What follows belongs to an exercise in optimizing a design on an open flow for small area, a short achievable clock period and few clock cycles per item; a production flow would make more cautious choices.
Function was checked by simulation only, so behaviour that the tests miss may differ from the original.
Power is estimated from default activity; no workload was simulated.

**flow/config.mk**
```make
export PLATFORM = sky130hd
export DESIGN_NAME = pib_top
export DESIGN_NICKNAME = pib_top
export VERILOG_FILES = /design/flow/design.v
export SDC_FILE = /design/flow/constraint.sdc
export NUM_CORES = 8
export LEC_CHECK = 0
export CAP_MARGIN = 30
export CORE_MARGIN = 2
export CORE_UTILIZATION = 40
export CTS_BUF_LIST = sky130_fd_sc_hd__clkbuf_16
export CTS_CLUSTER_DIAMETER = 60
export CTS_CLUSTER_SIZE = 30
export PLACE_DENSITY = 0.7
export SETUP_SLACK_MARGIN = 5
export SLEW_MARGIN = 20
```
**flow/constraint.sdc**
```tcl
create_clock -name core_clock -period 12.0 [get_ports {clk}]
set_input_delay 2.4000 -clock core_clock [delete_from_list [all_inputs] [get_ports {clk}]]
set_output_delay 2.4000 -clock core_clock [all_outputs]
set_load 0.01 [all_outputs]
```
**flow/design.v**
```verilog
module pib_buf #(
    parameter SIZE = 64
) (
    input  wire              clk,
    input  wire [SIZE-1:0]   we,
    input  wire [8*SIZE-1:0] wdata,
    output wire [8*SIZE-1:0] mem_flat
);
    reg [7:0] mem [0:SIZE-1];
    genvar k;
    generate
        for (k = 0; k < SIZE; k = k + 1) begin : g_byte
            always @(posedge clk)
                if (we[k]) mem[k] <= wdata[8*k +: 8];
            assign mem_flat[8*k +: 8] = mem[k];
        end
    endgenerate
endmodule
module pib_top (
    input  wire        clk,
    input  wire        rst,           
    input  wire        host_valid,
    input  wire        host_write,
    input  wire [1:0]  host_size,     
    input  wire [17:0] host_addr,     
    input  wire [31:0] host_wdata,
    output wire        host_ready,
    output wire [31:0] host_rdata,
    output wire        host_err
);
    localparam FRAME_BUF_SIZE = 64;
    localparam LPM_CAPACITY   = 16;
    localparam [3:0] C_OK = 4'd0, C_TRUNC_HDR = 4'd1, C_TRUNC_ICMP = 4'd2,
                     C_BAD_IHL = 4'd3, C_FRAME_LEN_ERR = 4'd4,
                     C_ENTRY_INVALID = 4'd5, C_TABLE_FULL = 4'd6,
                     C_RANGE_ERR = 4'd7, C_ILLEGAL_CMD = 4'd8;
    reg [31:0] r_cmd;
    reg [3:0]  r_status;
    reg [8:1]  r_errlog;
    reg [15:0] r_frame_len;
    reg [31:0] r_arg0, r_arg1;
    reg [4:0]  r_lpm_count;
    reg        r_hdr_valid;
    reg [7:0]  r_p_ver_ihl;
    reg [15:0] r_p_total_len;
    reg [7:0]  r_p_protocol;
    reg [31:0] r_p_src, r_p_dst;
    reg [5:0]  r_p_plen;            
    reg [7:0]  r_p_icmp_type, r_p_icmp_code;
    reg [15:0] r_p_icmp_cksum, r_p_icmp_id, r_p_icmp_seq;
    reg [31:0] r_m_addr;
    reg        r_m_allow, r_m_hit;
    reg [5:0]  r_m_len;
    reg [1:0]  r_c_verdict;         
    reg [15:0] r_ck_result;
    reg [6:0]  r_r_len;
    reg [31:0] t_key  [0:LPM_CAPACITY-1];
    reg [5:0]  t_plen [0:LPM_CAPACITY-1];
    reg        t_deny [0:LPM_CAPACITY-1];
    reg [15:0] t_valid;             
    reg        r_lsel;              
    reg        r_ssel;              
    reg [15:0] cov_r;               
    reg        cov_ok;              
    reg        busy;                
    reg        e_echo;              
    reg        e_rbuf;              
    reg [6:0]  e_p;                 
    reg [6:0]  e_q, e_qn;           
    reg [15:0] acc_s, acc_c;        
    reg [15:0] acc_a;               
    reg        f_pend;              
    reg        f_echo;              
    reg        r_ck_bad, r_echo_bad;
    reg [6:0]  e_end;               
    reg [6:0]  e_dend;              
    function [31:0] mask32(input [5:0] n);
        integer b;
        begin
            for (b = 0; b < 32; b = b + 1)
                mask32[b] = (n >= 6'd32 - b);
        end
    endfunction
    function [31:0] csa(input [15:0] a, input [15:0] b, input [15:0] c);
        reg [15:0] cy;
        begin
            cy  = (a & b) | (a & c) | (b & c);
            csa = {cy[14:0], cy[15], a ^ b ^ c};
        end
    endfunction
    function [15:0] eac(input [15:0] a, input [15:0] b);
        reg [15:0] g, p, G, P;
        integer k, d;
        begin
            g = a & b;
            p = a ^ b;
            G = g;
            P = p;
            for (d = 1; d < 16; d = d * 2)
                for (k = 15; k >= d; k = k - 1) begin
                    G[k] = G[k] | (P[k] & G[k-d]);
                    P[k] = P[k] & P[k-d];
                end
            eac[0] = p[0] ^ G[15];
            for (k = 1; k < 16; k = k + 1)
                eac[k] = p[k] ^ (G[k-1] | (P[k-1] & G[15]));
        end
    endfunction
    function [15:0] swap16(input [15:0] x);
        swap16 = {x[7:0], x[15:8]};
    endfunction
    function [31:0] cword(input [127:0] c, input [1:0] k);
        reg [127:0] x;
        begin
            x = c >> (32 * k);
            cword = {x[7:0], x[15:8], x[23:16], x[31:24]};
        end
    endfunction
    wire [1:0]  region = host_addr[17:16];
    wire [7:0]  roff   = host_addr[7:0];
    reg reg_known;
    always @(*) begin
        case (roff)
            8'h00, 8'h04, 8'h08, 8'h0C, 8'h10, 8'h14, 8'h18, 8'h1C, 8'h20,
            8'h40, 8'h44, 8'h48, 8'h4C, 8'h50, 8'h54, 8'h58, 8'h5C,
            8'h60, 8'h64, 8'h68, 8'h6C, 8'h70,
            8'h80, 8'h84, 8'h88, 8'h90, 8'h94: reg_known = 1'b1;
            default:                            reg_known = 1'b0;
        endcase
    end
    wire reg_legal   = (region == 2'd0) && (host_addr[15:8] == 8'd0) &&
                       (host_size == 2'd2) && reg_known;
    wire buf_aligned = (host_size == 2'd0) ||
                       (host_size == 2'd1 && host_addr[0] == 1'b0) ||
                       (host_size == 2'd2 && host_addr[1:0] == 2'd0);
    wire buf_legal   = (host_size != 2'd3) && buf_aligned && (host_addr[15:6] == 10'd0);
    wire fbuf_legal  = (region == 2'd1) && buf_legal;
    wire rbuf_legal  = (region == 2'd2) && buf_legal;
    wire acc_legal   = reg_legal || fbuf_legal || rbuf_legal;
    wire cmd_addr  = (host_addr == 18'd0);
    wire ck_addr   = (host_addr == 18'h00090);
    wire stall     = f_pend && ((host_write && cmd_addr) ||
                                (f_echo ? host_addr[17] : ck_addr));
    wire idle_wr   = host_valid && host_write && !busy && !stall;
    wire reg_wr    = idle_wr && reg_legal;
    wire cmd_write = reg_wr && (roff == 8'h00);
    wire [31:0] w        = host_wdata;
    wire        w_hi0    = (w[31:8] == 24'd0);
    wire        d_nop    = (w[7:0] == 8'h00) && w_hi0;
    wire        d_parse  = (w[7:0] == 8'h01) && w_hi0;
    wire        d_class  = (w[7:0] == 8'h02) && w_hi0;
    wire        d_clear  = (w[7:0] == 8'h10) && w_hi0;
    wire        d_insert = (w[7:0] == 8'h11) && (w[15:14] == 2'd0) && (w[31:17] == 15'd0);
    wire        d_match  = (w[7:0] == 8'h12) && w_hi0;
    wire        d_cksum  = (w[7:0] == 8'h20) && (w[31:9] == 23'd0);
    wire        d_echo   = (w[7:0] == 8'h21) && w_hi0;
    wire [5:0]  i_plen   = w[13:8];
    wire        i_deny   = w[16];
    wire        ins_bad  = (i_plen > 6'd32);
    wire [15:0] a_start  = r_arg1[15:0];
    wire [15:0] a_len    = r_arg1[31:16];
    wire [31:0] arg1_nx   = (reg_wr && roff == 8'h14) ? w : r_arg1;
    wire [7:0]  arg1_sum  = {1'b0, arg1_nx[6:0]} + {1'b0, arg1_nx[22:16]};
    wire        ck_bad_nx = (arg1_nx[15:7] != 9'd0) || (arg1_nx[31:23] != 9'd0) ||
                            (arg1_sum > 8'd64);
    wire        echo_bad_nx = ck_bad_nx || (arg1_nx[22:16] > 7'd56);
    wire l_need_arg0 = d_match || (d_insert && !ins_bad);
    wire s_cmd  = (d_cksum && !r_ck_bad) || (d_echo && !r_echo_bad);
    wire lmiss  = (d_class && (r_lsel || !cov_ok)) || (l_need_arg0 && (!r_lsel || !cov_ok));
    wire smiss  = (s_cmd && !r_ssel) || ((d_parse || d_class) && r_ssel);
    wire miss   = cmd_write && (lmiss || smiss);
    wire cmd_go = cmd_write && !miss;
    wire [511:0] fm, rm;
    wire [63:0]  f_we, r_we;
    wire [511:0] r_wd;
    wire [63:0]  f_lanes;
    pib_buf #(.SIZE(FRAME_BUF_SIZE)) u_fbuf (
        .clk(clk), .we(f_we), .wdata({8{f_lanes}}), .mem_flat(fm));
    wire [7:0]  f_b0   = fm[7:0];
    wire [3:0]  f_ihl  = fm[3:0];
    wire [15:0] f_tlen = {fm[2*8 +: 8], fm[3*8 +: 8]};
    wire [7:0]  f_prot = fm[9*8 +: 8];
    wire [31:0] f_src  = {fm[12*8 +: 8], fm[13*8 +: 8], fm[14*8 +: 8], fm[15*8 +: 8]};
    wire [31:0] f_dst  = {fm[16*8 +: 8], fm[17*8 +: 8], fm[18*8 +: 8], fm[19*8 +: 8]};
    wire [3:0] idx  = busy ? e_p[5:2] : r_ssel ? a_start[5:2] : f_ihl;
    wire [3:0] ridx = busy ? e_p[5:2] : a_start[5:2];
    reg [127:0] fch, rch;    
    always @(*) begin
        case (idx[3:2])
            2'd0:    fch = fm[127:0];
            2'd1:    fch = fm[255:128];
            2'd2:    fch = fm[383:256];
            default: fch = fm[511:384];
        endcase
        case (ridx[3:2])
            2'd0:    rch = rm[127:0];
            2'd1:    rch = rm[255:128];
            2'd2:    rch = rm[383:256];
            default: rch = rm[511:384];
        endcase
    end
    wire [31:0] fword = cword(fch, idx[1:0]);
    wire [6:0] s7     = a_start[6:0];
    wire       m_byte = (a_start[1:0] != 2'd0);       
    wire       s_odd  = a_start[0];
    wire       st0    = cmd_go && s_cmd;
    wire       s_on   = st0 || busy;
    wire       s_echo = busy ? e_echo : w[0];
    wire       s_rbuf = busy ? e_rbuf : w[8];
    wire [6:0] sp     = busy ? e_p : s7;              
    wire [6:0] bnd = (s_echo && m_byte) ? sp + 7'd1 :
                     s_echo             ? {sp[6:3] + 4'd1, 3'd0} :
                                          {sp[6:4] + 3'd1, 4'd0};
    wire       e_last = (bnd >= e_end);
    wire       end_lt = (sp[6:4] < e_end[6:4]);
    wire       end_eq = (sp[6:4] == e_end[6:4]);
    wire [15:0] cmask;
    genvar gi;
    generate
        for (gi = 0; gi < 16; gi = gi + 1) begin : g_cmask
            wire lt_bnd = !s_echo ? 1'b1 :
                          m_byte  ? (gi == sp[3:0]) :
                                    (sp[3] || gi < 8);
            wire lt_end = end_lt || (end_eq && gi < e_end[3:0]);
            assign cmask[gi] = s_on && (gi >= sp[3:0]) && lt_bnd && lt_end;
        end
    endgenerate
    wire         src_r = !s_echo && s_rbuf;
    wire [127:0] sch   = src_r ? rch : fch;
    wire [15:0]  sw [0:7];
    generate
        for (gi = 0; gi < 8; gi = gi + 1) begin : g_sw
            assign sw[gi] = {sch[16*gi +: 8] & {8{cmask[2*gi]}},
                             sch[16*gi + 8 +: 8] & {8{cmask[2*gi+1]}}};
        end
    endgenerate
    wire [15:0] idq    = eac(r_arg0[31:16], r_arg0[15:0]);
    wire [15:0] a_init = !s_echo ? 16'd0 : s_odd ? swap16(idq) : idq;
    wire [31:0] l1a = csa(sw[0], sw[1], sw[2]);
    wire [31:0] l1b = csa(sw[3], sw[4], sw[5]);
    wire [31:0] l2a = csa(l1a[15:0], l1a[31:16], l1b[15:0]);
    wire [31:0] l2b = csa(l1b[31:16], sw[6], sw[7]);
    wire [31:0] l3  = csa(l2a[15:0], l2a[31:16], l2b[15:0]);
    wire [31:0] l4  = csa(l3[15:0], l3[31:16], l2b[31:16]);
    wire [31:0] fa3 = csa(acc_a, acc_s, acc_c);
    wire [15:0] sum_all = eac(fa3[15:0], fa3[31:16]);
    wire [15:0] ck_fin  = ~(s_odd ? swap16(sum_all) : sum_all);
    wire [63:0] fch8    = sp[3] ? fch[127:64] : fch[63:0];
    wire [63:0] cp8     = a_start[2] ? {fch8[31:0], fch8[63:32]} : fch8;
    wire [7:0]  cpb     = fword[31 - 8*sp[1:0] -: 8];
    wire [63:0] e_lanes = m_byte ? {8{cpb}} : cp8;
    wire        e_copy  = s_on && s_echo;
    wire [6:0]  cq      = busy ? e_q  : 7'd8;
    wire [6:0]  cqn     = busy ? e_qn : (m_byte ? 7'd9 : (7'd16 - {4'd0, s7[2:0]}));
    wire        e_hfin  = f_pend && f_echo;            
    wire [7:0] hl0 = (host_size == 2'd2) ? w[31:24] : (host_size == 2'd1) ? w[15:8] : w[7:0];
    wire [7:0] hl1 = (host_size == 2'd2) ? w[23:16] : w[7:0];
    wire [7:0] hl2 = (host_size != 2'd0) ? w[15:8]  : w[7:0];
    wire [7:0] hl3 = w[7:0];
    wire [31:0] h_lanes = {hl3, hl2, hl1, hl0};       
    reg [3:0] h_be;
    always @(*) begin
        case (host_size)
            2'd0:    h_be = 4'b0001 << host_addr[1:0];
            2'd1:    h_be = host_addr[1] ? 4'b1100 : 4'b0011;
            default: h_be = 4'b1111;
        endcase
    end
    wire h_fwr = idle_wr && fbuf_legal;
    wire h_rwr = idle_wr && rbuf_legal;
    generate
        for (gi = 0; gi < 64; gi = gi + 1) begin : g_hwe
            wire hit = (host_addr[5:2] == gi / 4) && h_be[gi % 4];
            assign f_we[gi] = h_fwr && hit;
        end
    endgenerate
    assign f_lanes = {h_lanes, h_lanes};
    wire [63:0] r_lanes = host_addr[17] ? {h_lanes, h_lanes} : e_lanes;
    wire [63:0] e_hdr   = {r_arg0[7:0], r_arg0[15:8], r_arg0[23:16], r_arg0[31:24],
                           ck_fin[7:0], ck_fin[15:8], 16'd0};    
    generate
        for (gi = 0; gi < 64; gi = gi + 1) begin : g_rwe
            wire hhit = (host_addr[5:2] == gi / 4) && h_be[gi % 4];
            wire ehit;
            if (gi < 8) begin : g_lo
                assign ehit = e_hfin;
                assign r_wd[8*gi +: 8] = e_hfin ? e_hdr[8*gi +: 8] : r_lanes[8*(gi%8) +: 8];
            end else begin : g_hi
                assign ehit = e_copy && (gi >= cq) && (gi < cqn) && (gi < e_dend);
                assign r_wd[8*gi +: 8] = r_lanes[8*(gi%8) +: 8];
            end
            assign r_we[gi] = (h_rwr && hhit) || ehit;
        end
    endgenerate
    pib_buf #(.SIZE(FRAME_BUF_SIZE)) u_rbuf (
        .clk(clk), .we(r_we), .wdata(r_wd), .mem_flat(rm));
    reg [31:0] bword;
    integer hk;
    always @(*) begin
        bword = 32'd0;
        for (hk = 0; hk < 16; hk = hk + 1) begin
            if (host_addr[5:2] == hk && host_addr[16])
                bword = bword | {fm[(4*hk)*8 +: 8], fm[(4*hk+1)*8 +: 8],
                                 fm[(4*hk+2)*8 +: 8], fm[(4*hk+3)*8 +: 8]};
            if (host_addr[5:2] == hk && host_addr[17])
                bword = bword | {rm[(4*hk)*8 +: 8], rm[(4*hk+1)*8 +: 8],
                                 rm[(4*hk+2)*8 +: 8], rm[(4*hk+3)*8 +: 8]};
        end
    end
    reg [31:0] bdata;
    always @(*) begin
        case (host_size)
            2'd0: case (host_addr[1:0])
                      2'd0:    bdata = {24'd0, bword[31:24]};
                      2'd1:    bdata = {24'd0, bword[23:16]};
                      2'd2:    bdata = {24'd0, bword[15:8]};
                      default: bdata = {24'd0, bword[7:0]};
                  endcase
            2'd1:    bdata = host_addr[1] ? {16'd0, bword[15:0]} : {16'd0, bword[31:16]};
            default: bdata = bword;
        endcase
    end
    wire p_exam = r_hdr_valid && (r_p_protocol == 8'd1) && (r_p_plen >= 6'd8);
    wire p_echo = p_exam && (r_p_icmp_type == 8'd8);
    reg [31:0] reg_rdata;
    always @(*) begin
        case (roff[7:2])
            6'h00: reg_rdata = r_cmd;
            6'h01: reg_rdata = {28'd0, r_status};
            6'h02: reg_rdata = {23'd0, r_errlog, 1'b0};
            6'h03: reg_rdata = {16'd0, r_frame_len};
            6'h04: reg_rdata = r_arg0;
            6'h05: reg_rdata = r_arg1;
            6'h06: reg_rdata = FRAME_BUF_SIZE;
            6'h07: reg_rdata = LPM_CAPACITY;
            6'h08: reg_rdata = {27'd0, r_lpm_count};
            6'h10: reg_rdata = {28'd0, p_exam && !p_echo, p_echo, p_exam, r_hdr_valid};
            6'h11: reg_rdata = {24'd0, r_p_ver_ihl};
            6'h12: reg_rdata = {16'd0, r_p_total_len};
            6'h13: reg_rdata = {24'd0, r_p_protocol};
            6'h14: reg_rdata = r_p_src;
            6'h15: reg_rdata = r_p_dst;
            6'h16: reg_rdata = {26'd0, r_hdr_valid ? r_p_ver_ihl[3:0] : 4'd0, 2'd0};
            6'h17: reg_rdata = {26'd0, r_p_plen};
            6'h18: reg_rdata = {24'd0, r_p_icmp_type};
            6'h19: reg_rdata = {24'd0, r_p_icmp_code};
            6'h1A: reg_rdata = {16'd0, r_p_icmp_cksum};
            6'h1B: reg_rdata = {16'd0, r_p_icmp_id};
            6'h1C: reg_rdata = {16'd0, r_p_icmp_seq};
            6'h20: reg_rdata = r_m_addr;
            6'h21: reg_rdata = {18'd0, r_m_len, 6'd0, r_m_hit, r_m_allow};
            6'h22: reg_rdata = {30'd0, r_c_verdict};
            6'h24: reg_rdata = {16'd0, r_ck_result};
            6'h25: reg_rdata = {25'd0, r_r_len};
            default: reg_rdata = 32'd0;
        endcase
    end
    assign host_rdata = (region == 2'd0) ? reg_rdata : bdata;
    assign host_err   = !acc_legal;
    wire [31:0] icmp_a = fword;                       
    reg  [31:0] icmp_b;                               
    always @(*) begin
        case (f_ihl[1:0])
            2'd0: icmp_b = cword(fch, 2'd1);
            2'd1: icmp_b = cword(fch, 2'd2);
            2'd2: icmp_b = cword(fch, 2'd3);
            default: icmp_b = f_ihl[3] ? {fm[48*8 +: 8], fm[49*8 +: 8], fm[50*8 +: 8], fm[51*8 +: 8]}
                                       : {fm[32*8 +: 8], fm[33*8 +: 8], fm[34*8 +: 8], fm[35*8 +: 8]};
        endcase
    end
    wire [15:0] L        = r_frame_len;
    wire        pf_len   = (L > 16'd64);
    wire        pf_short = (L < 16'd20);
    wire        p_load   = !pf_len && !pf_short;
    wire        pf_ihl   = (f_ihl < 4'd5);
    wire [6:0]  p_hl     = {1'b0, f_ihl, 2'b00};
    wire        pf_trunc = (L[6:0] < p_hl);
    wire        p_hdr    = p_load && !pf_ihl && !pf_trunc;
    wire [6:0]  p_pay    = L[6:0] - p_hl;
    wire        p_icmp   = p_hdr && (f_prot == 8'd1);
    wire        pf_ticmp = p_icmp && (p_pay < 7'd8);
    wire        p_ex     = p_icmp && !pf_ticmp;
    wire        p_ech    = p_ex && (icmp_a[31:24] == 8'd8);
    wire [3:0]  p_code   = pf_len ? C_FRAME_LEN_ERR : pf_short ? C_TRUNC_HDR :
                           pf_ihl ? C_BAD_IHL : pf_trunc ? C_TRUNC_HDR :
                           pf_ticmp ? C_TRUNC_ICMP : C_OK;
    wire        p_ok     = (p_code == C_OK);
    wire        wr_arg0  = reg_wr && roff == 8'h10;
    wire        wr_flen  = reg_wr && roff == 8'h0C;
    wire        lsel_nx  = wr_arg0 ? 1'b1 : wr_flen ? 1'b0 :
                           (cmd_write && lmiss) ? l_need_arg0 : r_lsel;
    wire [31:0] arg0_nx  = wr_arg0 ? w : r_arg0;
    wire [31:0] dst_nx;
    generate
        for (gi = 16; gi < 20; gi = gi + 1) begin : g_dstnx
            assign dst_nx[8*(19-gi) +: 8] = f_we[gi] ? f_lanes[8*(gi%8) +: 8] : fm[8*gi +: 8];
        end
    endgenerate
    wire [31:0] lpm_a = lsel_nx ? arg0_nx : dst_nx;
    wire [15:0] cov_nx;
    wire [15:0] cov = cov_r;
    wire [5:0]  plv [0:15];
    generate
        for (gi = 0; gi < 16; gi = gi + 1) begin : g_lpm
            assign plv[gi] = t_plen[gi];
            assign cov_nx[gi] = t_valid[gi] &&
                             ((lpm_a & mask32(t_plen[gi])) == t_key[gi]);
        end
    endgenerate
    reg [15:0] cand;
    reg [5:0]  mlen;
    reg [15:0] bitv;
    integer bi, ei;
    always @(*) begin
        cand = cov;
        for (bi = 5; bi >= 0; bi = bi - 1) begin
            for (ei = 0; ei < 16; ei = ei + 1) bitv[ei] = plv[ei][bi];
            mlen[bi] = |(cand & bitv);
            if (mlen[bi]) cand = cand & bitv;
        end
    end
    wire l_hit = |cov;
    reg  l_deny;
    always @(*) begin
        l_deny = 1'b0;
        for (ei = 0; ei < 16; ei = ei + 1) l_deny = l_deny | (cand[ei] & t_deny[ei]);
    end
    wire [31:0] i_key = r_arg0 & mask32(i_plen);
    wire [15:0] dup;
    generate
        for (gi = 0; gi < 16; gi = gi + 1) begin : g_dup
            assign dup[gi] = cov[gi] && (t_plen[gi] == i_plen);
        end
    endgenerate
    wire i_go   = cmd_go && d_insert && !ins_bad;
    wire i_dup  = |dup;
    wire i_full = r_lpm_count[4];
    wire i_app  = i_go && !i_dup && !i_full;
    integer ti;
    always @(posedge clk) begin
        for (ti = 0; ti < LPM_CAPACITY; ti = ti + 1) begin
            if (i_app && r_lpm_count[3:0] == ti) begin
                t_key[ti]  <= i_key;
                t_plen[ti] <= i_plen;
            end
            if ((i_app && r_lpm_count[3:0] == ti) || (i_go && dup[ti]))
                t_deny[ti] <= i_deny;
        end
    end
    reg        fin;           
    reg [3:0]  fin_code;
    always @(*) begin
        fin = 1'b0;
        fin_code = C_OK;
        if (busy) begin
            fin = e_last;
        end else if (cmd_go) begin
            if (d_nop || d_clear || d_match) begin
                fin = 1'b1;
            end else if (d_parse || d_class) begin
                fin = 1'b1;
                fin_code = p_code;
            end else if (d_insert) begin
                fin = 1'b1;
                fin_code = ins_bad ? C_ENTRY_INVALID : (!i_dup && i_full) ? C_TABLE_FULL : C_OK;
            end else if (d_cksum) begin
                fin = r_ck_bad || e_last;
                fin_code = r_ck_bad ? C_RANGE_ERR : C_OK;
            end else if (d_echo) begin
                fin = r_echo_bad || e_last;
                fin_code = r_echo_bad ? C_RANGE_ERR : C_OK;
            end else begin
                fin = 1'b1;
                fin_code = C_ILLEGAL_CMD;
            end
        end
    end
    assign host_ready = busy ? e_last :
                        (host_valid && !stall && !miss && !(st0 && !e_last));
    always @(posedge clk) begin
        cov_r <= cov_nx;
        if (s_on) begin
            e_p   <= bnd;
            e_q   <= cqn;
            e_qn  <= cqn + (m_byte ? 7'd1 : 7'd8);
            acc_s <= l4[15:0];
            acc_c <= l4[31:16];
            acc_a <= busy ? sum_all : a_init;
            if (!busy) begin
                e_echo <= w[0];
                e_rbuf <= w[8];
            end
        end
    end
    always @(posedge clk) begin
        if (rst) begin
            busy            <= 1'b0;
            f_pend          <= 1'b0;
            f_echo          <= 1'b0;
            r_ck_bad        <= 1'b0;
            r_echo_bad      <= 1'b0;
            e_end           <= 7'd0;
            e_dend          <= 7'd8;
            t_valid         <= 16'd0;
            r_lsel          <= 1'b0;
            r_ssel          <= 1'b0;
            cov_ok          <= 1'b0;
            r_cmd           <= 32'd0;
            r_status        <= 4'd0;
            r_errlog        <= 8'd0;
            r_frame_len     <= 16'd0;
            r_arg0          <= 32'd0;
            r_arg1          <= 32'd0;
            r_lpm_count     <= 5'd0;
            r_hdr_valid     <= 1'b0;
            r_p_ver_ihl     <= 8'd0;
            r_p_total_len   <= 16'd0;
            r_p_protocol    <= 8'd0;
            r_p_src         <= 32'd0;
            r_p_dst         <= 32'd0;
            r_p_plen        <= 6'd0;
            r_p_icmp_type   <= 8'd0;
            r_p_icmp_code   <= 8'd0;
            r_p_icmp_cksum  <= 16'd0;
            r_p_icmp_id     <= 16'd0;
            r_p_icmp_seq    <= 16'd0;
            r_m_addr        <= 32'd0;
            r_m_allow       <= 1'b0;
            r_m_hit         <= 1'b0;
            r_m_len         <= 6'd0;
            r_c_verdict     <= 2'd0;
            r_ck_result     <= 16'd0;
            r_r_len         <= 7'd0;
        end else begin
            r_ck_bad   <= ck_bad_nx;
            r_echo_bad <= echo_bad_nx;
            e_end      <= arg1_sum[6:0];
            e_dend     <= arg1_nx[22:16] + 7'd8;
            if (reg_wr) begin
                case (roff)
                    8'h00: r_cmd <= w;
                    8'h08: r_errlog <= r_errlog & ~w[8:1];
                    8'h0C: begin r_frame_len <= w[15:0]; r_ssel <= 1'b0; end
                    8'h10: r_arg0 <= w;
                    8'h14: begin r_arg1 <= w; r_ssel <= 1'b1; end
                    default: ;
                endcase
            end
            r_lsel <= lsel_nx;
            cov_ok <= !(i_app || (cmd_go && d_clear));
            if (cmd_write && smiss) r_ssel <= s_cmd;
            if (fin) begin
                r_status <= fin_code;
                if (fin_code != C_OK) r_errlog[fin_code] <= 1'b1;
            end
            if (s_on) begin
                if (e_last) begin
                    busy   <= 1'b0;
                    f_pend <= 1'b1;
                    f_echo <= s_echo;
                    if (s_echo) r_r_len <= e_dend;
                end else begin
                    busy <= 1'b1;
                end
            end
            if (f_pend) begin
                f_pend <= 1'b0;
                if (!f_echo) r_ck_result <= ck_fin;
            end
            if (cmd_go) begin
                if (d_clear) begin
                    r_lpm_count <= 5'd0;
                    t_valid     <= 16'd0;
                end
                if (i_app) begin
                    r_lpm_count <= r_lpm_count + 5'd1;
                    t_valid[r_lpm_count[3:0]] <= 1'b1;
                end
                if (d_match) begin
                    r_m_addr  <= r_arg0;
                    r_m_hit   <= l_hit;
                    r_m_allow <= l_hit && !l_deny;
                    r_m_len   <= mlen;
                end
                if (d_parse || d_class) begin
                    r_hdr_valid    <= p_hdr;
                    r_p_ver_ihl    <= p_load ? f_b0   : 8'd0;
                    r_p_total_len  <= p_load ? f_tlen : 16'd0;
                    r_p_protocol   <= p_load ? f_prot : 8'd0;
                    r_p_src        <= p_load ? f_src  : 32'd0;
                    r_p_dst        <= p_load ? f_dst  : 32'd0;
                    r_p_plen       <= p_hdr  ? p_pay[5:0] : 6'd0;
                    r_p_icmp_type  <= p_ex   ? icmp_a[31:24] : 8'd0;
                    r_p_icmp_code  <= p_ech  ? icmp_a[23:16] : 8'd0;
                    r_p_icmp_cksum <= p_ech  ? icmp_a[15:0]  : 16'd0;
                    r_p_icmp_id    <= p_ech  ? icmp_b[31:16] : 16'd0;
                    r_p_icmp_seq   <= p_ech  ? icmp_b[15:0]  : 16'd0;
                end
                if (d_class) begin
                    r_m_addr    <= p_ok ? f_dst : 32'd0;
                    r_m_hit     <= p_ok && l_hit;
                    r_m_allow   <= p_ok && l_hit && !l_deny;
                    r_m_len     <= p_ok ? mlen : 6'd0;
                    r_c_verdict <= p_ok ? 2'b01 : 2'b10;
                end
            end
        end
    end
endmodule
```
**flow/run.sh**
```bash
#!/bin/bash
# synth_recipe.tcl (not shown) runs the flow's synth.tcl, then flattens the netlist and writes it again
# the make line also repeats each setting of config.mk as NAME=value (left out here)
make -C /OpenROAD-flow-scripts/flow DESIGN_CONFIG=/design/flow/config.mk WORK_HOME=/design/flow/orfs CLKGATE_MAP_FILE= SYNTH_SCRIPT=/design/flow/synth_recipe.tcl finish
```
==> results of run 1 <==
==> path summary, 6_finish.rpt <==
path,from,end,slack (ns),depth (start not counted)
worst min register to register,r_p_dst[23],r_p_dst[23],0.46,2
worst min-delay path,r_p_dst[23],r_p_dst[23],0.46,2
worst max-delay path,host_addr[17],host_rdata[1],4.18,16
worst max register to register,cov_r[10],r_m_allow,4.71,18
==> cell usage in the layout, fill, tap and decap left out, types with 76 or more instances in the layout <==
| cell type | n |
|---|---|
| xnor2_1 | 330 |
| inv_1 | 256 |
| nand2_1 | 772 |
| nor3_1 | 124 |
| a221oi_1 | 126 |
| buf_12 | 123 |
| nor4_1 | 95 |
| nand3_1 | 235 |
| xor2_1 | 269 |
| dfxtp_1 | 436 |
| nor2_4 | 89 |
| fa_1 | 76 |
| nand4_1 | 181 |
| mux2i_1 | 124 |
| buf_6 | 172 |
| nor2_1 | 942 |
| a22oi_1 | 449 |
| a21oi_1 | 741 |
| edfxtp_1 | 1687 |
| a222oi_1 | 140 |
| diode_2 | 98 |
| mux2_2 | 78 |
| a22o_1 | 165 |
| buf_4 | 692 |
| mux4_2 | 256 |
| clkbuf_16 | 215 |
| nor2_2 | 79 |
| o21ai_0 | 451 |
| a221oi_2 | 80 |
==> cell type report <==
cell class                 count  area [sq um]  area share (%)
timing repair buffer        1137         11900            8.54
antenna                       98           245           0.177
inverter                     302          1180           0.847
multi-input combinational   7081         53800            38.8
clock buffer                 211          5280            3.80
tap                         3743          4680            3.37
clock inverter               173          2100            1.51
sequential                  2134         59600            43.0
==> power groups by stage <==
stage | Combinational (mW) | Sequential [mW] | Clock [mW]
finish | 0.947 | 7.94 | 7.35
global route | 0.925 | 7.94 | 7.57
CTS | 0.861 | 7.94 | 7.32
detailed placement | 0.721 | 8.11 | 0
global placement | 0.712 | 8.11 | 0
floorplan | 0.271 | 8.11 | 0
==> through the flow <==
stage	util, %	area (sq um)	power (mW)	cells	hold slack, ns
after global routing	49.2	139000	16.4	14810	0.472
after global placement	43.1	121000	8.82	13891	0.438
after floorplan	-	113000	8.38	10280	0.428
after CTS	48.5	136000	16.1	14682	0.458
final	49.3	139000	16.2	14879	0.456
after detailed placement	43.5	123000	8.83	13962	0.446
==> layer usage <==
metal / share of wire [%] / track usage [%] / wire length (microns)
met2: 37 / 63.2 / 272000
met4: 9.2 / 35.4 / 67500
met3: 18 / 26.8 / 134000
met5: 0.30 / 2.68 / 2180
met1: 35 / 62.1 / 256000
==> what timing repair did <==
item                                    in CTS  in global routing
endpoints found under the setup margin     597                249
setup buffers                              324                 74
cloned                                      12                  5
pin swaps                                  255                165
gates resized for setup                   1035                260
==> flip-flops by register name, indices dropped and copies added, names as in the netlist, 16 cells and up <==
| signal | flops |
|---|---|
| acc_a | 16 |
| acc_c | 16 |
| acc_s | 16 |
| cov_r | 16 |
| r_arg0 | 32 |
| r_arg1 | 32 |
| r_ck_result | 16 |
| r_cmd | 32 |
| r_frame_len | 16 |
| r_m_addr | 32 |
| r_p_dst | 32 |
| r_p_icmp_cksum | 16 |
| r_p_icmp_id | 16 |
| r_p_icmp_seq | 16 |
| r_p_src | 32 |
| r_p_total_len | 16 |
| t_deny | 16 |
| t_key | 512 |
| t_plen | 96 |
| t_valid | 16 |
| u_fbuf.mem | 512 |
| u_rbuf.mem | 512 |
==> logic make-up (layout without fill, tap and decap cells) <==
| logic type | Yosys count | after routing | share of synthesized area (%) |
|---|---|---|---|
| and+or+nand+nor | 2902 | 2905 | 11.5 |
| AOI/OAI and AO/OA | 2887 | 2888 | 17.2 |
| DFF | 2134 | 2134 | 52.8 |
| buffers and inverters | 1069 | 1823 | 3.62 |
| xor gates and xnor gates | 600 | 600 | 4.65 |
| muxes | 491 | 491 | 7.29 |
| adders and majority gates | 197 | 197 | 2.95 |
| other | 0 | 98 | 0 |
==> cell usage after synthesis (all sizes together), types with 140 or more instances <==
cell type	instances	share of area, %
nand4	181	1.0
nand3	246	1.1
dfxtp	447	7.9
nand2	815	2.7
edfxtp	1687	45
nor3	146	0.65
a221oi	215	1.7
a222oi	140	1.2
o21ai	519	2.3
a22o	168	1.3
mux2i	146	1.3
nor2	1110	3.7
a21oi	762	3.4
mux4	256	5.1
clkbuf	670	2.2
a22oi	477	3.2
xor2	270	2.1
inv	297	0.99
xnor2	330	2.6
==> critical path, cell delays in order <==
cell and delay, ns:
buf_4 0.17, clkinv_8 0.10, buf_16 0.16, buf_4 0.14, nor2_4 0.03, buf_4 0.17
buf_6 0.18, a22oi_2 0.31, nand4_1 0.15, or4_4 0.57, nand2_4 0.11, o21ai_4 0.10
buf_6 0.15, a221oi_4 0.31, o21ai_4 0.15, buf_6 0.16
==> impl_results.md, run 1 <==
* CTS Buf Count at 205
* Clock Sinks at 2134
* DRC at 0
* Clk pin slew, worst setup/hold paths at 0.08 ns
* Flops & latches, synth at 2134
* Via-to-Cell Ratio at 7.39
* Port Buf Inserts at 89
* Mean post-synth cell area at 11.0 sq um
* First-pass GRT wire length at 944000 microns
* Fin Clk Skew at 0.0941 ns
* Max-slew violation count at 0
* Setup_tns at 0 ns
* NetSw at 4.35 mW
* Num rows at 195
* Starting density of the core at 40.1%
* Critical path type: primary input to output port
* Hold Path Class: flip-flop to flip-flop
* CP Capture Type: output port
* Die Span Y at 535 microns
* Post-Syn Instances at 10.3k
* DIE AREA at 287000 sq um
* Fin crit share at 65.2%
* Total GRT Usage at 49.5%
* Worst EP required at 9.60 ns
* I/O pin total at 90
* Worst-skew pair later-pin latency at 1.01 ns
* Via Count at 110k
* Worst-path fanout max at 11
* Switching Share at 26.8%
* Final net count at 11.1k
* Largest net degree at the start of global routing at 112
* Worst slew pin tran at 1.25 ns
* Drt first pass iters at 13
* Synthesized net count at 10.5k
* FFs w/ async S/R, synth at 0%
* Max_cap viols at 0
* Lkg Pwr at 46.3 nW
* Initial antenna violation count at 85
* Int Pwr at 11.9 mW
* Max Clk Rate at 128 MHz
* Core ar. at 282000 sq um
* Slew headroom at 16.5%
* Final worst slack at 4.18 ns
* Combinational power share at 5.8%
* Yosys cell types at 86
* Min cycle time layout at 7.82 ns
* Power share of the sequential group at 48.9%
* Status: finished clean
* Final Hold Vio Count at 0
* Fill count at 25.1k
* Post-synth EDFFs at 1687
* Layout cells sized above 1 at 23.7%
* H-tree depth at 4
* Clock power share at 45.3%
* Clk Tree Root Cell: clkbuf_16
* Clk buf depth at 4
* Synth Flop Type: edfxtp_1
* RSZ-0062 raised after global routing: yes
* Final setup vio count at 0
* Yosys synthesis warning count at 6
* Element type at the critical path start: primary input
* Arr. time, crit path at 5.42 ns
* Final HPWL DP at 513000 microns
* IR drop worst, VDD at 0.123 mV
* P&R area growth vs syn at 22.9%
* Hold_buf cts at 0
* Die W at 535 microns
* Remaining Overflow, GRT at 0
* Wire length per cell at 49.2 microns
* Area of the mapped netlist at 113000 sq um
* Vias in the first global route at 98.6k
* Register area share after synthesis at 52.8%
* DP Worst Slack at 1.11 ns
* GP Congestion at 1.11
* CTS tree: built
* WL final at 732000 microns
* Final ANT Viol Nets at 0
* Power Dens Cells at 117 nW/um^2
* Initial DRC Count at 24.4k
Testbench counts, summed over its fixed seeds: cycles 38,968, items 1,200.
==> run 2: changes to the inputs <==
--- a/flow/config.mk
+++ b/flow/config.mk
@@ -7,10 +7,11 @@
 export LEC_CHECK = 0
 export CAP_MARGIN = 30
 export CORE_MARGIN = 2
-export CORE_UTILIZATION = 40
+export CORE_UTILIZATION = 50
 export CTS_BUF_LIST = sky130_fd_sc_hd__clkbuf_16
 export CTS_CLUSTER_DIAMETER = 60
 export CTS_CLUSTER_SIZE = 30
-export PLACE_DENSITY = 0.7
+export PLACE_DENSITY = 0.65
 export SETUP_SLACK_MARGIN = 5
 export SLEW_MARGIN = 20
+export TNS_END_PERCENT = 0
==> run 2 against run 1 <==
Still clean. Non-clock buffer count is 260 lower. First-iteration DRC count is 12% higher. Area after synthesis stayed put. Clock skew is 0.039 ns lower. Largest cell class unchanged. Largest power group unchanged.
==> impl_results.md, run 2 <==
* Initial DRC Count at 27.4k (was 24.4k)
* Min cycle time layout at 7.98 ns (was 7.82 ns)
* Drt first pass iters at 15 (was 13)
* Combinational family with the most area after synthesis: compound AO/OA/AOI/OAI gates (unchanged)
* Remaining Overflow, GRT at 0 (unchanged)
* Arr. time, crit path at 5.58 ns (was 5.42 ns)
* Worst slew pin tran at 1.28 ns (was 1.25 ns)
* Most common cell after layout, fill and taps aside: edfxtp_1 (unchanged)
* Worst EP required at 9.60 ns (about the same)
* Post-Place Cells at 13.2k (was 14.0k)
* Area of the mapped netlist at 113000 sq um (unchanged)
* Critical path type: primary input to output port (unchanged)
* Die W at 479 microns (was 535 microns)
* Largest net degree at the start of global routing at 203 (was 112)
* Fill count at 18.6k (was 25.1k)
* I/O pin total at 90 (unchanged)
* FFs w/ async S/R, synth at 0% (unchanged)
* Leading area contributor after synthesis: edfxtp_1 (unchanged)
* Yosys cell types at 86 (unchanged)
* Starting density of the core at 50.3% (was 40.1%)
* Final instance area at 131000 sq um (was 139000 sq um)
* Vias in the first global route at 99.6k (was 98.6k)
* Post-Synth Simple-Gate Area at 11.5% (unchanged)
* Max-slew violation count at 0 (unchanged)
* Mean post-synth cell area at 11.0 sq um (unchanged)
* Worst Path Buf+Inv at 6 (was 8)
* Worst-path fanout max at 14 (was 11)
* Synth cell count leaders: edfxtp_1 (1687), nor2_1 (1110), nand2_1 (815) (unchanged)
* Via Count at 111k (was 110k)
* Synth Area in Compound Gates at 17.2% (unchanged)
* Hold Startpoint: r_p_total_len[4] (was r_p_dst[23])
* Slowest Stage Delay on Critical Path at 0.85 ns (was 0.57 ns)
* GP Congestion at 1.19 (was 1.11)
* Register area share after synthesis at 52.8% (unchanged)
* Placed cell area at 121000 sq um (was 123000 sq um)
* Post-synth EDFFs at 1687 (unchanged)
* Flops & latches, synth at 2134 (unchanged)
* Total GRT Usage at 58.4% (was 49.5%)
* Utilization after layout at 58.4% (was 49.3%)
* Final HPWL DP at 487000 microns (was 513000 microns)
* Num rows at 174 (was 195)
* Final net count at 10.8k (was 11.1k)
* H-tree depth at 4 (unchanged)
* Synth Flop Type: edfxtp_1 (unchanged)
* Count leader, synth: edfxtp_1 (unchanged)
* Most frequent cells in the layout: edfxtp_1 (1687), nor2_1 (992), nand2_1 (792), a21oi_1 (740), buf_4 (603) (was edfxtp_1 (1687), nor2_1 (942), nand2_1 (772), a21oi_1 (741), buf_4 (692))
* P&R area growth vs syn at 16.3% (was 22.9%)
* Yosys top cell area share at 44.9% (unchanged)
* Top post-synthesis cells by area: edfxtp_1 (45%), dfxtp_1 (7.9%), mux4_2 (5.1%), nor2_1 (3.7%), a21oi_1 (3.4%) (unchanged)
* Port Buf Inserts at 89 (unchanged)
* Critical Path, Cell by Cell: bufbuf_16 > nor2_4 > nand2_2 > buf_12 > buf_12 > nor2_2 > buf_4 > a22oi_1 > nand4_1 > nor3_1 > buf_4 > o21ai_0 > dlygate4sd2_1 (was buf_4 > clkinv_8 > buf_16 > buf_4 > nor2_4 > buf_4 > buf_6 > a22oi_2 > nand4_1 > or4_4 > nand2_4 > o21ai_4 > buf_6 > a221oi_4 > o21ai_4 > buf_6)
* Via-to-Cell Ratio at 8.03 (was 7.39)
* Worst-skew pair later-pin latency at 0.91 ns (was 1.01 ns)
* Final worst slack at 4.02 ns (was 4.18 ns)
* Hold Path Class: flip-flop to flip-flop (unchanged)
* Fin Clk Skew at 0.0548 ns (was 0.0941 ns)
* IR drop worst, VDD at 0.170 mV (was 0.123 mV)
* Max Clk Rate at 125 MHz (was 128 MHz)
* Core ar. at 225000 sq um (was 282000 sq um)
* Initial antenna violation count at 136 (was 85)
* CP Capture Type: output port (unchanged)
* Final setup vio count at 0 (unchanged)
* Power Dens Cells at 115 nW/um^2 (was 117 nW/um^2)
* DRC at 0 (unchanged)
* Slowest CP cell: a22oi_1 (was or4_4)
* RSZ-0062 raised after global routing: yes (unchanged)
* Fin crit share at 66.5% (was 65.2%)
* CTS Buf Count at 167 (was 205)
* Clk buf depth at 3 (was 4)
* Adder-cell area share of the yosys netlist at 2.95% (unchanged)
* DIE AREA at 230000 sq um (was 287000 sq um)
* Clock Sinks at 2134 (unchanged)
* Synthesized net count at 10.5k (unchanged)
* CP top delay family: buffers and inverters (unchanged)
* First-pass GRT wire length at 902000 microns (was 944000 microns)
* WL final at 688000 microns (was 732000 microns)
* Element type at the critical path start: primary input (unchanged)
* Die Span Y at 479 microns (was 535 microns)
* Xor/xnor share of the synthesized area at 4.65% (unchanged)
* FF-to-FF Start: t_plen[6][5] (was cov_r[10])
* Max_cap viols at 0 (unchanged)
* Crit path from: host_addr[4] (was host_addr[17])
* Setup_tns at 0 ns (unchanged)
* Clk Tree Root Cell: clkbuf_16 (unchanged)
* Post-Syn Instances at 10.3k (unchanged)
* Status: finished clean (unchanged)
* Regs by FF count: t_key x512, u_fbuf.mem x512, u_rbuf.mem x512 (unchanged)
* Mux contribution to synthesized area at 7.29% (unchanged)
* Final Hold Vio Count at 0 (unchanged)
* Hold_buf cts at 0 (unchanged)
* Wire length per cell at 49.6 microns (was 49.2 microns)
* Final ANT Viol Nets at 0 (unchanged)
* Lkg Pwr at 43.5 nW (was 46.3 nW)
* Hold_ws at 0.462 ns (was 0.456 ns)
* CTS tree: built (unchanged)
* Layout cells sized above 1 at 17.9% (was 23.7%)
* Pwr Total at 15.1 mW (was 16.2 mW)
* Yosys synthesis warning count at 6 (unchanged)
* DP Worst Slack at 1.36 ns (was 1.11 ns)
* Clk pin slew, worst setup/hold paths at 0.07 ns (was 0.08 ns)
* Final cell count without fillers at 13.9k (was 14.9k)
* Slew headroom at 14.6% (was 16.5%)
-- run 2: cell counts after synthesis --
No cell type changed its count.
-- run 2: kinds of logic after synthesis --
logic type	Yosys count
AOI/OAI and AO/OA	2887
adders and majority gates	197
and+or+nand+nor	2902
DFF	2134
muxes	491
xor gates and xnor gates	600
buffers and inverters	1069
-- run 2: worst paths after layout --
path                                    endpoint  slack [ns]  cells after the start
worst max-delay path               host_rdata[4]        4.02                     13
worst min-delay path            r_p_total_len[4]        0.46                      2
worst max register to register         r_m_allow        4.07                     20
worst min register to register  r_p_total_len[4]        0.46                      2
-- run 2: layout make-up --
cell class / instances / area (sq um) / share of cell area (%)
flip-flops and latches: 2134 / 59600 / 45.4
multi-input cells: 7078 / 51800 / 39.5
clock inverters: 140 / 1760 / 1.34
well taps: 2992 / 3740 / 2.85
repair buffers: 877 / 8440 / 6.43
inverters: 302 / 1170 / 0.889
clock buffers: 173 / 4330 / 3.30
diodes: 164 / 410 / 0.313
-- run 2: layer usage --
layer	GRT usage (%)	up-vias	routed length, microns
li1	-	39999	-
met4	50.5	91	79500
met2	75.0	13396	258000
met5	4.02	-	1890
met1	66.6	53741	215000
met3	36.4	4109	134000
-- run 2: what timing repair did --
| action | 4_1_cts | 5_1_grt |
|---|---|---|
| buffers inserted | 160 | 17 |
| cloned | 6 | 0 |
| resized for setup | 483 | 43 |
| hold endpoints to repair | 0 | 0 |
| pin swaps | 92 | 25 |
| endpoints found under the setup margin | 499 | 193 |
-- run 2: power by group --
part / total, mW / internal (mW) / switching (mW)
clock: 6.34 / 3.08 / 3.26
sequential: 7.94 / 7.94 / 0.000139
combinational: 0.849 / 0.217 / 0.632
-- run 2: worst min-delay path: cells and delay by family, from the launching register on --
family | cells | cell delay (ns)
flip-flops | 1 | 0.32
AND/OR/NAND/NOR | 1 | 0.05
AO/OA/AOI/OAI | 1 | 0.05
==> run 3: changes to the inputs <==
--- a/flow/config.mk
+++ b/flow/config.mk
@@ -7,11 +7,10 @@
 export LEC_CHECK = 0
 export CAP_MARGIN = 30
 export CORE_MARGIN = 2
-export CORE_UTILIZATION = 50
+export CORE_UTILIZATION = 45
 export CTS_BUF_LIST = sky130_fd_sc_hd__clkbuf_16
 export CTS_CLUSTER_DIAMETER = 60
 export CTS_CLUSTER_SIZE = 30
 export PLACE_DENSITY = 0.65
 export SETUP_SLACK_MARGIN = 5
 export SLEW_MARGIN = 20
-export TNS_END_PERCENT = 0
==> run 3 against run 2 <==
Still clean. Fmax down 0.76%. Clock power is 4.9% higher. Sequential power barely moved. Hold slack got worse by 0.0036 ns. Power grew 2.5%. Sequential cell count is the same. Sequential share of layout area fell by 1.7 points. Cell count is 4.2% higher. Area after synthesis is the same. Combinational power rose by 9.3%. Critical path type unchanged. Largest cell class unchanged. Largest power group unchanged. Highest routed layer unchanged.
==> impl_results.md, run 3 <==
* Critical Path, Cell by Cell: buf_12 > buf_12 > nand4_1 > buf_4 > nor2_4 > buf_4 > a22o_1 > a221oi_1 > nand4_1 > o31ai_2 > o221ai_2 > clkdlybuf4s15_2 (was bufbuf_16 > nor2_4 > nand2_2 > buf_12 > buf_12 > nor2_2 > buf_4 > a22oi_1 > nand4_1 > nor3_1 > buf_4 > o21ai_0 > dlygate4sd2_1)
* Flops & latches, synth at 2134 (unchanged)
* Leading area contributor after synthesis: edfxtp_1 (unchanged)
* Max-slew violation count at 0 (unchanged)
* IR drop worst, VDD at 0.157 mV (was 0.170 mV)
* FFs w/ async S/R, synth at 0% (unchanged)
* Status: finished clean (unchanged)
* Regs by FF count: t_key x512, u_fbuf.mem x512, u_rbuf.mem x512 (unchanged)
* DRC at 0 (unchanged)
* Worst-skew pair later-pin latency at 0.94 ns (was 0.91 ns)
* Register area share after synthesis at 52.8% (unchanged)
* DIE AREA at 255000 sq um (was 230000 sq um)
* Fin crit share at 67.0% (was 66.5%)
* Final cell count without fillers at 14.4k (was 13.9k)
* RSZ-0062 raised after global routing: yes (unchanged)
* Drt first pass iters at 12 (was 15)
* CP Capture Type: output port (unchanged)
* Die W at 505 microns (was 479 microns)
* Starting density of the core at 45.3% (was 50.3%)
* Top post-synthesis cells by area: edfxtp_1 (45%), dfxtp_1 (7.9%), mux4_2 (5.1%), nor2_1 (3.7%), a21oi_1 (3.4%) (unchanged)
* H-tree depth at 4 (unchanged)
* Final setup vio count at 0 (unchanged)
* Worst slew pin tran at 1.27 ns (was 1.28 ns)
* WL final at 727000 microns (was 688000 microns)
* Worst EP required at 9.60 ns (about the same)
* Vias in the first global route at 98.5k (was 99.6k)
* Yosys cell types at 86 (unchanged)
* I/O pin total at 90 (unchanged)
* Via Count at 112k (was 111k)
* CTS tree: built (unchanged)
* Most common cell after layout, fill and taps aside: edfxtp_1 (unchanged)
* Slew headroom at 14.9% (was 14.6%)
* Final net count at 11.1k (was 10.8k)
* Fin Clk Skew at 0.0709 ns (was 0.0548 ns)
* Worst Path Buf+Inv at 5 (was 6)
* Core ar. at 249000 sq um (was 225000 sq um)
* Worst-path fanout max at 13 (was 14)
* Final Hold Vio Count at 0 (unchanged)
* CTS Buf Count at 172 (was 167)
* Post-Syn Instances at 10.3k (unchanged)
* Clk Tree Root Cell: clkbuf_16 (unchanged)
* Wire length per cell at 50.3 microns (was 49.6 microns)
* Die Span Y at 505 microns (was 479 microns)
* Count leader, synth: edfxtp_1 (unchanged)
* Element type at the critical path start: primary input (unchanged)
* Initial antenna violation count at 111 (was 136)
* Yosys synthesis warning count at 6 (unchanged)
* Min cycle time layout at 8.04 ns (was 7.98 ns)
* Slowest Stage Delay on Critical Path at 0.60 ns (was 0.85 ns)
* Arr. time, crit path at 5.64 ns (was 5.58 ns)
* Most frequent cells in the layout: edfxtp_1 (1687), nor2_1 (943), nand2_1 (775), buf_4 (769), a21oi_1 (727) (was edfxtp_1 (1687), nor2_1 (992), nand2_1 (792), a21oi_1 (740), buf_4 (603))
* Hold_buf cts at 0 (unchanged)
* GP Congestion at 1.16 (was 1.19)
* Yosys top cell area share at 44.9% (unchanged)
* P&R area growth vs syn at 20.9% (was 16.3%)
* First-pass GRT wire length at 932000 microns (was 902000 microns)
* Lkg Pwr at 45.6 nW (was 43.5 nW)
* Hold_ws at 0.458 ns (was 0.462 ns)
* Total GRT Usage at 54.9% (was 58.4%)
* Setup_tns at 0 ns (unchanged)
* FF+latch area at 59600 sq um (about the same)
* Synthesized net count at 10.5k (unchanged)
* Clk buf depth at 3 (unchanged)
* Port Buf Inserts at 89 (unchanged)
* Critical path type: primary input to output port (unchanged)
* Via-to-Cell Ratio at 7.76 (was 8.03)
* Clk pin slew, worst setup/hold paths at 0.08 ns (was 0.07 ns)
* Layout cells sized above 1 at 22.8% (was 17.9%)
* Area of the multi-input gates at 53400 sq um (was 51800 sq um)
* Final ANT Viol Nets at 0 (unchanged)
* Final HPWL DP at 512000 microns (was 487000 microns)
* Num rows at 183 (was 174)
* Post-synth EDFFs at 1687 (unchanged)
* CP top delay family: compound AO/OA/AOI/OAI gates (was buffers and inverters)
* Pwr Total at 15.5 mW (was 15.1 mW)
* Hold Path Class: flip-flop to flip-flop (unchanged)
* Clock Sinks at 2134 (unchanged)
* Mean post-synth cell area at 11.0 sq um (unchanged)
* Max_cap viols at 0 (unchanged)
* Utilization after layout at 54.8% (was 58.4%)
* Post-Place Cells at 13.5k (was 13.2k)
* Power Dens Cells at 114 nW/um^2 (was 115 nW/um^2)
* Initial DRC Count at 26.9k (was 27.4k)
* Area of the mapped netlist at 113000 sq um (unchanged)
* Slowest CP cell: a221oi_1 (was a22oi_1)
* Fill count at 21.3k (was 18.6k)
* Max Clk Rate at 124 MHz (was 125 MHz)
* Synth Flop Type: edfxtp_1 (unchanged)
* Largest net degree at the start of global routing at 93 (was 203)
* Remaining Overflow, GRT at 0 (unchanged)
* Synth cell count leaders: edfxtp_1 (1687), nor2_1 (1110), nand2_1 (815) (unchanged)
## run 3: power by group
| part | switching [mW] | leakage, nW | internal [mW] |
|---|---|---|---|
| Clock | 3.51 | 3.14 | 3.13 |
| Combinational | 0.678 | 24.2 | 0.250 |
| Sequential | 0.000205 | 18.2 | 7.94 |
## run 3: final timing paths
kind / from / end / slack, ns / cells after the start
worst max-delay path: host_addr[3] / host_rdata[3] / 3.96 / 12
worst min-delay path: r_p_total_len[14] / r_p_total_len[14] / 0.46 / 2
worst min register to register: r_p_total_len[14] / r_p_total_len[14] / 0.46 / 2
worst max register to register: t_plen[5][5] / r_m_allow / 4.18 / 22
## run 3: layer usage
| layer | GRT usage (%) | vias up | part of all wire, % |
|---|---|---|---|
| met1 | 66.7 | 55189 | 34 |
| met3 | 34.7 | 3196 | 20 |
| met2 | 67.6 | 13118 | 36 |
| li1 | - | 40551 | - |
| met5 | 5.24 | - | 0.27 |
| met4 | 41.8 | 70 | 9.9 |
## run 3: kinds of logic (layout without fill, tap and decap cells)
kind of cell	count (synthesis)	in the layout	synth area share [%]
compound gates	2887	2887	17.2
buf+inv	1069	1771	3.62
fa+ha+maj	197	197	2.95
flops	2134	2134	52.8
xor+xnor	600	600	4.65
other cells	0	129	0
mux	491	491	7.29
simple gates	2902	2907	11.5
## run 3: through the flow
stage	instance area, sq um	setup WS (ns)
final	137000	3.96
after global routing	136000	4.12
after CTS	134000	4.17
after detailed placement	122000	1.49
after global placement	121000	1.50
after floorplan	113000	4.41
## run 3: repair_timing
action | in CTS | in global routing
pin swaps | 220 | 153
endpoints found under the setup margin | 507 | 90
gates cloned | 16 | 6
buffers inserted | 283 | 118
resized for setup | 840 | 238
endpoints found under the hold margin | 0 | 0
## run 3: tightest hold or removal path, cell delays in order (launching register included)
cell and delay [ns]:
dfxtp_1 0.32, nand2_1 0.05, a21oi_1 0.05
## run 3: area by class of cell
| cell class | count | area share (%) |
|---|---|---|
| Clock buffer | 175 | 3.21 |
| Antenna cell | 129 | 0.236 |
| Multi-Input combinational cell | 7082 | 39.1 |
| Inverter | 302 | 0.858 |
| Clock inverter | 148 | 1.57 |
| Timing Repair Buffer | 1146 | 8.31 |
| Tap cell | 3330 | 3.05 |
| Sequential cell | 2134 | 43.7 |

## static timing again, ports no longer ideal
The flow's constraints put no driver on any port. The routed layouts listed below were extracted and timed again, unchanged, in two steps.
Step 1: set_driving_cell puts a clkbuf_16 on clk and a buf_2 on each other input, an assumption about the parent block.
Step 2, shift: input delay + t, output delay - t, t = (earliest + latest rising clock arrival at the registers) / 2. This alone moves slack from input paths to output paths.
Slacks: no drivers / after step 1 / after step 2; pairs: no drivers / after step 1.
run | shift t [ns] | slack for setup (ns) | worst hold slack (ns) | worst register clock-pin slew, ns
run 1 | 1.087 | 4.178 / 4.132 / 3.412 | 0.456 / 0.456 / 0.456 | 0.10 / 0.10
run 2 | 0.976 | 4.023 / 3.782 / 3.230 | 0.462 / 0.462 / 0.462 | 0.10 / 0.10
run 3 | 1.013 | 3.962 / 3.908 / 3.699 | 0.458 / 0.458 / 0.458 | 0.12 / 0.12
After both steps every run listed still meets setup and hold. For run 2, which loses most, drivers alone change the setup slack by -0.241 ns; drivers and shift together by -0.793 ns.
